Context: an optimization exercise on an open-source flow, tuned for small area and a short achievable clock period. The choices shown serve that exercise and are no tape-out recipe. At most, simulation tests tie the RTL to the original design; equivalence was not proved.

==> try-xenon: inputs <==
==> flow/design.v <==
module hpf (
    input  wire        clk,
    input  wire        rst,           
    input  wire        op_valid,
    output wire        op_ready,
    input  wire [3:0]  op_sel,
    input  wire [7:0]  op_cmd,        
    input  wire [7:0]  op_plen,       
    input  wire [8:0]  op_flen,       
    input  wire [15:0] op_alg,        
    input  wire        pl_valid,
    input  wire [7:0]  pl_data,
    output wire        pl_ready,
    output wire        tx_valid,
    output wire [7:0]  tx_data,
    input  wire        tx_ready,
    input  wire        rx_valid,
    input  wire        rx_timeout,
    input  wire [7:0]  rx_data,
    output wire        rx_ready,
    output reg         done,
    output wire        busy,
    output reg  [2:0]  session,
    output wire [15:0] mode,
    output reg         mode_valid,
    output reg  [2:0]  res_kind,
    output reg         fb_valid,
    output wire [8:0]  fb_len,
    output reg         info_valid,
    output wire [7:0]  info_n,
    output reg  [15:0] info_pkt,
    output reg  [15:0] info_id,
    output reg  [7:0]  det_count,
    output reg  [3:0]  err_cause,
    output reg  [8:0]  err_len,
    output reg         close_strobe,
    output reg         det_valid,
    output wire [7:0]  det_kind,
    output wire [15:0] det_ax,
    output wire [15:0] det_ay,
    output wire [15:0] det_bx,
    output wire [15:0] det_by
);
    localparam [3:0] OP_OPEN = 4'h1, OP_SEND = 4'h2, OP_READ_FRAME = 4'h3,
                     OP_READ_RESP = 4'h4, OP_KNOCK = 4'h5, OP_SET_MODE = 4'h6,
                     OP_POLL = 4'h7, OP_CLOSE = 4'h8;
    localparam [2:0] SS_UNINIT = 3'd0, SS_CONN = 3'd1, SS_MODESET = 3'd2,
                     SS_POLLING = 3'd3, SS_CLOSED = 3'd4;
    localparam [2:0] RK_NONE = 3'd0, RK_DONE = 3'd1, RK_FRAME = 3'd2,
                     RK_ACK = 3'd3, RK_SINGLE = 3'd4, RK_DET = 3'd5;
    localparam [3:0] E_TIMEOUT = 4'd1, E_BAD_PREFIX = 4'd2, E_BAD_CSUM = 4'd3,
                     E_ACK_MISMATCH = 4'd4, E_UNKNOWN_CMD = 4'd5,
                     E_UNEXPECTED_CMD = 4'd8, E_BAD_STATE = 4'd9, E_CONTRACT = 4'd10;
    localparam [7:0] C_REQUEST = 8'h20, C_INFO = 8'h29, C_BLOCK = 8'h2A,
                     C_ARROW = 8'h2B, C_KNOCK = 8'h2C, C_SET_ALG = 8'h2D,
                     C_OK = 8'h2E;
    reg        busy_r, ordy_r;
    reg        st_admit, st_tx, st_rx, st_chk, st_fin;
    reg        tx_valid_r, tx_new, pl_ready_r;
    reg        rx_ready_r, rq_v;
    reg [3:0]  sel_q;
    reg [7:0]  cmd_q;               
    reg [7:0]  plen_q;              
    reg [2:0]  alg_q;
    reg        alg_big;             
    reg [2:0]  ph;                  
    reg [7:0]  sum;                 
    reg [7:0]  tx_data_r;
    reg        rq_t;
    reg [7:0]  rq_d;
    reg [8:0]  idx;
    reg [8:0]  len;
    reg        pfx_bad, sum_ok, len0;
    reg        c_ok, c_info, c_det, c_known, c_b0;
    reg        more;                
    reg [7:0]  sb [0:7];            
    reg [2:0]  mode_r;
    assign op_ready = ordy_r;
    assign busy     = busy_r;
    assign tx_valid = tx_valid_r;
    assign tx_data  = tx_data_r;
    assign pl_ready = pl_ready_r;
    assign rx_ready = rx_ready_r;
    assign mode     = {13'd0, mode_r};
    assign fb_len   = len;
    assign info_n   = info_pkt[7:0];
    assign det_kind = {7'b0010101, c_b0};
    assign det_ax   = {sb[1], sb[0]};
    assign det_ay   = {sb[3], sb[2]};
    assign det_bx   = {sb[5], sb[4]};
    assign det_by   = {sb[7], sb[6]};
    wire op_open  = (sel_q == OP_OPEN);
    wire op_send  = (sel_q == OP_SEND);
    wire op_rdfr  = (sel_q == OP_READ_FRAME);
    wire op_rdrs  = (sel_q == OP_READ_RESP);
    wire op_knock = (sel_q == OP_KNOCK);
    wire op_setm  = (sel_q == OP_SET_MODE);
    wire op_poll  = (sel_q == OP_POLL);
    wire op_close = (sel_q == OP_CLOSE);
    wire adm_reserved = (sel_q == 4'h0) || (sel_q > OP_CLOSE);
    wire sess_act     = (session == SS_CONN) || (session == SS_MODESET) || (session == SS_POLLING);
    wire adm_state_ok = op_open ? (session == SS_UNINIT) :
                        op_poll ? ((session == SS_MODESET) || (session == SS_POLLING)) :
                        sess_act;
    wire adm_args_ok  = op_rdfr ? ((len >= 9'd6) && (len <= 9'd261)) :
                        op_setm ? !alg_big : 1'b1;
    wire adm_refuse   = adm_reserved || !adm_state_ok || !adm_args_ok;
    wire tx_idle   = st_tx && !tx_valid_r && !pl_ready_r;
    wire tx_pay    = (ph == 3'd5) && (plen_q != 8'd0);
    wire tx_req_pl = tx_idle && tx_pay && op_send;
    wire tx_load   = tx_idle && (ph != 3'd6) && !(tx_pay && op_send);
    wire tx_end    = tx_idle && (ph == 3'd6);
    reg  [7:0] nb;
    always @* begin
        case (ph)
            3'd0:    nb = 8'h55;
            3'd1:    nb = 8'hAA;
            3'd2:    nb = 8'h11;
            3'd3:    nb = plen_q;
            3'd4:    nb = cmd_q;
            default: nb = (plen_q == 8'd0) ? sum : (plen_q[1] ? {5'd0, alg_q} : 8'd0);
        endcase
    end
    wire [8:0] idx_n   = idx + 9'd1;
    wire       rx_last = (idx_n == len);
    wire       rx_item = st_rx && rq_v;
    reg  [7:0] pfx_byte;
    always @* begin
        case (idx[1:0])
            2'd0:    pfx_byte = 8'h55;
            2'd1:    pfx_byte = 8'hAA;
            default: pfx_byte = 8'h11;
        endcase
    end
    wire frame_ok = !pfx_bad && sum_ok;
    wire [7:0] det_count_n = det_count + 8'd1;
    reg rd_start;         
    reg rd_resp;          
    reg fin;              
    always @* begin
        rd_start = 1'b0;
        rd_resp  = 1'b0;
        if (st_admit && !adm_refuse) begin
            if (op_rdfr) rd_start = 1'b1;
            if (op_rdrs) begin rd_start = 1'b1; rd_resp = 1'b1; end
        end
        if (tx_end) begin
            if (op_poll) begin rd_start = 1'b1; rd_resp = 1'b1; end
            else if (!op_send) rd_start = 1'b1;
        end
        if (st_chk && frame_ok && !op_rdfr && !op_knock && !op_setm) begin
            if (!more && c_info && (sb[0] != 8'd0)) rd_start = 1'b1;
            if (more && c_det && (det_count_n != info_pkt[7:0])) rd_start = 1'b1;
        end
    end
    always @(posedge clk) begin
        fin = 1'b0;
        if (rst) begin
            busy_r       <= 1'b0;
            ordy_r       <= 1'b1;
            st_admit     <= 1'b0;
            st_tx        <= 1'b0;
            st_rx        <= 1'b0;
            st_chk       <= 1'b0;
            st_fin       <= 1'b0;
            tx_valid_r   <= 1'b0;
            tx_new       <= 1'b0;
            pl_ready_r   <= 1'b0;
            rx_ready_r   <= 1'b0;
            rq_v         <= 1'b0;
            done         <= 1'b0;
            session      <= SS_UNINIT;
            mode_valid   <= 1'b0;
            res_kind     <= RK_NONE;
            fb_valid     <= 1'b0;
            info_valid   <= 1'b0;
            det_count    <= 8'd0;
            err_cause    <= 4'd0;
            err_len      <= 9'd0;
            close_strobe <= 1'b0;
            det_valid    <= 1'b0;
        end else begin
            done         <= 1'b0;
            close_strobe <= 1'b0;
            det_valid    <= 1'b0;
            st_admit     <= 1'b0;
            st_fin       <= 1'b0;
            if (ordy_r && op_valid) begin
                busy_r   <= 1'b1;
                ordy_r   <= 1'b0;
                st_admit <= 1'b1;
            end
            tx_valid_r <= (tx_valid_r && !tx_ready) || tx_load || (pl_ready_r && pl_valid);
            tx_new     <= tx_load || (pl_ready_r && pl_valid);
            pl_ready_r <= (pl_ready_r && !pl_valid) || tx_req_pl;
            rq_v       <= rx_ready_r && rx_valid;
            rx_ready_r <= (rx_ready_r && !rx_valid) || rd_start ||
                          (rx_item && !rq_t && !rx_last);
            if (rd_start) begin
                st_tx   <= 1'b0;
                st_rx   <= 1'b1;
                fb_valid <= 1'b0;
                if (rd_resp) begin
                    det_count  <= 8'd0;
                    info_valid <= 1'b0;
                end
            end
            if (st_admit) begin
                if (adm_refuse) begin
                    err_cause <= (adm_reserved || adm_state_ok) ? E_CONTRACT : E_BAD_STATE;
                    err_len   <= 9'd0;
                    res_kind  <= RK_NONE;
                    fb_valid  <= 1'b0;
                    det_count <= 8'd0;
                    fin = 1'b1;
                end else if (op_open || op_close) begin
                    session      <= op_open ? SS_CONN : SS_CLOSED;
                    close_strobe <= op_close;
                    err_cause    <= 4'd0;
                    err_len      <= 9'd0;
                    res_kind     <= RK_DONE;
                    fin = 1'b1;
                end else if (!op_rdfr && !op_rdrs) begin
                    if (op_poll)
                        session <= SS_POLLING;
                    st_tx <= 1'b1;
                end
            end
            if (tx_end && op_send) begin
                err_cause <= 4'd0;
                err_len   <= 9'd0;
                res_kind  <= RK_DONE;
                fin = 1'b1;
            end
            if (rx_item) begin
                if (rq_t) begin
                    err_cause <= E_TIMEOUT;
                    err_len   <= 9'd0;
                    res_kind  <= RK_NONE;
                    fb_valid  <= 1'b0;
                    det_count <= 8'd0;
                    fin = 1'b1;
                end else if (rx_last) begin
                    st_rx  <= 1'b0;
                    st_chk <= 1'b1;
                end
            end
            if (st_chk) begin
                st_chk <= 1'b0;
                if (!frame_ok) begin
                    err_cause <= pfx_bad ? E_BAD_PREFIX : E_BAD_CSUM;
                    err_len   <= len;
                    res_kind  <= RK_NONE;
                    fb_valid  <= 1'b0;
                    det_count <= 8'd0;
                    fin = 1'b1;
                end else begin
                    if (!rd_start)
                        fb_valid <= 1'b1;
                    if (op_rdfr) begin
                        err_cause <= 4'd0;
                        err_len   <= 9'd0;
                        res_kind  <= RK_FRAME;
                        fin = 1'b1;
                    end else if (op_knock || op_setm) begin
                        if (!(len0 && c_ok)) begin
                            err_cause <= E_ACK_MISMATCH;
                            err_len   <= len;
                            res_kind  <= RK_NONE;
                            fb_valid  <= 1'b0;
                            det_count <= 8'd0;
                        end else begin
                            if (op_setm) begin
                                mode_valid <= 1'b1;
                                session    <= SS_MODESET;
                            end
                            err_cause <= 4'd0;
                            err_len   <= 9'd0;
                            res_kind  <= RK_DONE;
                        end
                        fin = 1'b1;
                    end else if (!more) begin
                        if (c_ok || (c_known && !c_info)) begin
                            err_cause <= 4'd0;
                            err_len   <= 9'd0;
                            res_kind  <= c_ok ? RK_ACK : RK_SINGLE;
                            fin = 1'b1;
                        end else if (c_info) begin
                            info_valid <= 1'b1;
                            if (sb[0] == 8'd0) begin
                                err_cause <= 4'd0;
                                err_len   <= 9'd0;
                                res_kind  <= RK_DET;
                                fin = 1'b1;
                            end
                        end else begin
                            err_cause <= E_UNKNOWN_CMD;
                            err_len   <= len;
                            res_kind  <= RK_NONE;
                            fb_valid  <= 1'b0;
                            det_count <= 8'd0;
                            fin = 1'b1;
                        end
                    end else begin
                        if (!c_det) begin
                            err_cause <= c_known ? E_UNEXPECTED_CMD : E_UNKNOWN_CMD;
                            err_len   <= len;
                            res_kind  <= RK_NONE;
                            fb_valid  <= 1'b0;
                            det_count <= 8'd0;
                            fin = 1'b1;
                        end else begin
                            det_valid <= 1'b1;
                            det_count <= det_count_n;
                            if (det_count_n == info_pkt[7:0]) begin
                                st_fin <= 1'b1;
                            end
                        end
                    end
                end
            end
            if (st_fin) begin
                err_cause <= 4'd0;
                err_len   <= 9'd0;
                res_kind  <= RK_DET;
                fin = 1'b1;
            end
            if (fin) begin
                done     <= 1'b1;
                busy_r   <= 1'b0;
                ordy_r   <= 1'b1;
                st_tx    <= 1'b0;
                st_rx    <= 1'b0;
            end
        end
    end
    always @(posedge clk) begin
        if (ordy_r) begin
            sel_q   <= op_sel;
            cmd_q   <= op_cmd;
            plen_q  <= op_plen;
            alg_q   <= op_alg[2:0];
            alg_big <= (op_alg[15:3] != 13'd0) || (op_alg[2:0] == 3'd7);
        end else if (st_admit) begin
            if (op_knock) begin cmd_q <= C_KNOCK;   plen_q <= 8'd0; end
            if (op_setm)  begin cmd_q <= C_SET_ALG; plen_q <= 8'd2; end
            if (op_poll)  begin cmd_q <= C_REQUEST; plen_q <= 8'd0; end
        end else if (tx_idle && tx_pay) begin
            plen_q <= plen_q - 8'd1;
        end
        if (st_admit)
            ph <= 3'd0;
        else if (tx_load)
            ph <= (ph == 3'd5) ? ((plen_q == 8'd0) ? 3'd6 : 3'd5) : ph + 3'd1;
        if (pl_ready_r)
            tx_data_r <= pl_data;
        else if (tx_load)
            tx_data_r <= nb;
        if ((!st_tx && !st_rx) || (st_tx && ph == 3'd6 && !tx_valid_r))
            sum <= 8'd0;
        else if (tx_new)
            sum <= sum + tx_data_r;
        else if (rq_v)
            sum <= sum + rq_d;
        if (ordy_r && op_valid && op_sel == OP_READ_FRAME)
            len <= op_flen;
        else if (st_admit && (op_rdrs || op_poll))
            len <= 9'd16;
        else if (st_admit && (op_knock || op_setm))
            len <= 9'd6;
        if (rd_start) begin
            if (rd_resp)
                more <= 1'b0;
            else if (st_chk)
                more <= 1'b1;
        end
        rq_d <= rx_data;
        rq_t <= rx_timeout;
        if (!st_rx) begin
            idx     <= 9'd0;
            pfx_bad <= 1'b0;
        end else if (rq_v) begin
            idx <= idx_n;
            if (idx < 9'd3 && rq_d != pfx_byte)
                pfx_bad <= 1'b1;
        end
        if (rq_v) begin
            if (idx == 9'd3)
                len0 <= (rq_d == 8'd0);
            if (idx == 9'd4) begin
                c_ok    <= (rq_d == C_OK);
                c_info  <= (rq_d == C_INFO);
                c_det   <= (rq_d == C_BLOCK) || (rq_d == C_ARROW);
                c_known <= (rq_d == C_REQUEST) || (rq_d == C_INFO) || (rq_d == C_BLOCK) ||
                           (rq_d == C_ARROW) || (rq_d == C_KNOCK) || (rq_d == C_SET_ALG) ||
                           (rq_d == C_OK);
                c_b0    <= rq_d[0];
            end
            if (idx < 9'd13) begin
                sb[0] <= sb[1]; sb[1] <= sb[2]; sb[2] <= sb[3]; sb[3] <= sb[4];
                sb[4] <= sb[5]; sb[5] <= sb[6]; sb[6] <= sb[7]; sb[7] <= rq_d;
            end
            sum_ok <= (rq_d == sum);
        end
        if (st_chk && frame_ok && op_setm && len0 && c_ok)
            mode_r <= alg_q;
        if (st_chk && frame_ok && !more && c_info && !op_rdfr && !op_knock && !op_setm) begin
            info_pkt <= {sb[1], sb[0]};
            info_id  <= {sb[3], sb[2]};
        end
    end
endmodule
==> flow/run.sh <==
#!/bin/bash
# synth_recipe.tcl (not shown) runs the flow's synth.tcl, then flattens the netlist and writes it again
# the make line also repeats each setting of config.mk as NAME=value (left out here)
make -C /OpenROAD-flow-scripts/flow DESIGN_CONFIG=/design/flow/config.mk WORK_HOME=/design/flow/orfs CLKGATE_MAP_FILE= SYNTH_SCRIPT=/design/flow/synth_recipe.tcl finish
==> flow/config.mk <==
export PLATFORM = sky130hd
export DESIGN_NAME = hpf
export DESIGN_NICKNAME = hpf
export VERILOG_FILES = /design/flow/design.v
export SDC_FILE = /design/flow/constraint.sdc
export NUM_CORES = 4
export LEC_CHECK = 0
export CAP_MARGIN = 20
export CORE_MARGIN = 2
export CORE_UTILIZATION = 40
export SETUP_SLACK_MARGIN = 3.0
export SLEW_MARGIN = 20
==> flow/constraint.sdc <==
create_clock -name core_clock -period 6.0 [get_ports {clk}]
set_input_delay 1.2000 -clock core_clock [delete_from_list [all_inputs] [get_ports {clk}]]
set_output_delay 1.2000 -clock core_clock [all_outputs]
set_load 0.01 [all_outputs]
==> try-ember: changes against try-xenon <==
- SETUP_SLACK_MARGIN: 3.0 -> 4.0
==> try-quartz: changes against try-xenon <==
--- a/flow/design.v
+++ b/flow/design.v
@@ -63,2 +63,3 @@
     reg [7:0]  plen_q;              
+    reg [8:0]  flen_q;
     reg [2:0]  alg_q;
@@ -66,3 +67,3 @@
     reg [2:0]  ph;                  
-    reg [7:0]  sum;                 
+    reg [7:0]  tx_sum;
     reg [7:0]  tx_data_r;
@@ -72,2 +73,3 @@
     reg [8:0]  len;
+    reg [7:0]  rsum;
     reg        pfx_bad, sum_ok, len0;
@@ -104,3 +106,3 @@
                         sess_act;
-    wire adm_args_ok  = op_rdfr ? ((len >= 9'd6) && (len <= 9'd261)) :
+    wire adm_args_ok  = op_rdfr ? ((flen_q >= 9'd6) && (flen_q <= 9'd261)) :
                         op_setm ? !alg_big : 1'b1;
@@ -120,3 +122,3 @@
             3'd4:    nb = cmd_q;
-            default: nb = (plen_q == 8'd0) ? sum : (plen_q[1] ? {5'd0, alg_q} : 8'd0);
+            default: nb = (plen_q == 8'd0) ? tx_sum : (plen_q[1] ? {5'd0, alg_q} : 8'd0);
         endcase
@@ -138,2 +140,3 @@
     reg rd_resp;          
+    reg [8:0] rd_len;
     reg fin;              
@@ -142,4 +145,5 @@
         rd_resp  = 1'b0;
+        rd_len   = 9'd16;
         if (st_admit && !adm_refuse) begin
-            if (op_rdfr) rd_start = 1'b1;
+            if (op_rdfr) begin rd_start = 1'b1; rd_len = flen_q; end
             if (op_rdrs) begin rd_start = 1'b1; rd_resp = 1'b1; end
@@ -148,3 +152,3 @@
             if (op_poll) begin rd_start = 1'b1; rd_resp = 1'b1; end
-            else if (!op_send) rd_start = 1'b1;
+            else if (!op_send) begin rd_start = 1'b1; rd_len = 9'd6; end
         end
@@ -341,2 +345,3 @@
             plen_q  <= op_plen;
+            flen_q  <= op_flen;
             alg_q   <= op_alg[2:0];
@@ -350,6 +355,11 @@
         end
-        if (st_admit)
-            ph <= 3'd0;
-        else if (tx_load)
-            ph <= (ph == 3'd5) ? ((plen_q == 8'd0) ? 3'd6 : 3'd5) : ph + 3'd1;
+        if (st_admit) begin
+            ph     <= 3'd0;
+            tx_sum <= 8'd0;
+        end else begin
+            if (tx_load)
+                ph <= (ph == 3'd5) ? ((plen_q == 8'd0) ? 3'd6 : 3'd5) : ph + 3'd1;
+            if (tx_new)
+                tx_sum <= tx_sum + tx_data_r;
+        end
         if (pl_ready_r)
@@ -358,15 +368,8 @@
             tx_data_r <= nb;
-        if ((!st_tx && !st_rx) || (st_tx && ph == 3'd6 && !tx_valid_r))
-            sum <= 8'd0;
-        else if (tx_new)
-            sum <= sum + tx_data_r;
-        else if (rq_v)
-            sum <= sum + rq_d;
-        if (ordy_r && op_valid && op_sel == OP_READ_FRAME)
-            len <= op_flen;
-        else if (st_admit && (op_rdrs || op_poll))
-            len <= 9'd16;
-        else if (st_admit && (op_knock || op_setm))
-            len <= 9'd6;
+        rq_d <= rx_data;
+        rq_t <= rx_timeout;
         if (rd_start) begin
+            idx     <= 9'd0;
+            rsum    <= 8'd0;
+            pfx_bad <= 1'b0;
             if (rd_resp)
@@ -375,14 +378,9 @@
                 more <= 1'b1;
-        end
-        rq_d <= rx_data;
-        rq_t <= rx_timeout;
-        if (!st_rx) begin
-            idx     <= 9'd0;
-            pfx_bad <= 1'b0;
-        end else if (rq_v) begin
-            idx <= idx_n;
+            if (!st_chk)
+                len <= rd_len;
+        end else if (rx_item && !rq_t) begin
+            idx  <= idx_n;
+            rsum <= rsum + rq_d;
             if (idx < 9'd3 && rq_d != pfx_byte)
                 pfx_bad <= 1'b1;
-        end
-        if (rq_v) begin
             if (idx == 9'd3)
@@ -402,3 +400,4 @@
             end
-            sum_ok <= (rq_d == sum);
+            if (rx_last)
+                sum_ok <= (rq_d == rsum);
         end
- SETUP_SLACK_MARGIN: 3.0 -> default
==> impl_metrics.toml <==
[status]
status = "no timing/DRC/antenna violations"

[synth]
ys_seq_area_share_pct = 58.1

[power]
leakagePower_nw = 5.06

[setup_path]
crit_family = "buffers and inverters"
[end of results for try-quartz]
==> impl_metrics.toml <==
[synth]
ys_seq_area_share_pct = 57.5

[status]
status = "no timing/DRC/antenna violations"

[power]
leakagePower_nw = 6.28

[setup_path]
crit_family = "simple AND/OR/NAND/NOR gates"

[layout]
final_area_um2 = 16000
[end of results for try-ember]
==> impl_metrics.toml <==
[layout]
drive_gt1_share_pct = 6.10
largest_reg_flops = 64

[floorplan]
fp-row-count = 58

[power]
leakagePower_nw = 4.86

[sta]
timing.hold.ws_ns = 0.436

[status]
status = "no timing/DRC/antenna violations"

[setup_path]
crit_family = "buffers and inverters"

[clock_tree]
htreeDepth = 1
[end of results for try-xenon]
The RTL of try-xenon and try-ember was laid out without a check of its function.

-- static timing again, ports no longer ideal --
The flow's constraints put no driver on any port. The routed layouts listed below were extracted and timed again, unchanged, in two steps. Step 1 assumes that a clkbuf_16 drives the clock port and a buf_2 every other input. Step 2 times the ports against the registers' clock, not the clock port: input delays grow and output delays shrink by t, the midpoint of the rising clock arrivals with the driver on. a / b / c = no drivers / after step 1 / after step 2; a / b = the first two.
run | shift t [ns] | slack for setup (ns) | worst register clock-pin slew, ns | worst slew at a driven data input, ns | cell pins on the clock port's net
try-xenon | 0.562 | 3.102 / 3.054 / 2.694 | 0.06 / 0.06 | 0.09 | 1
try-ember | 0.564 | 3.474 / 3.466 / 3.165 | 0.06 / 0.06 | 0.07 | 1
try-quartz | 0.577 | 2.349 / 2.349 / 2.349 | 0.07 / 0.07 | 0.05 | 1
After both steps setup and hold are still met in every run listed. The setup slack of try-xenon, which loses most, moves by -0.048 ns with the drivers and by -0.408 ns with both steps.
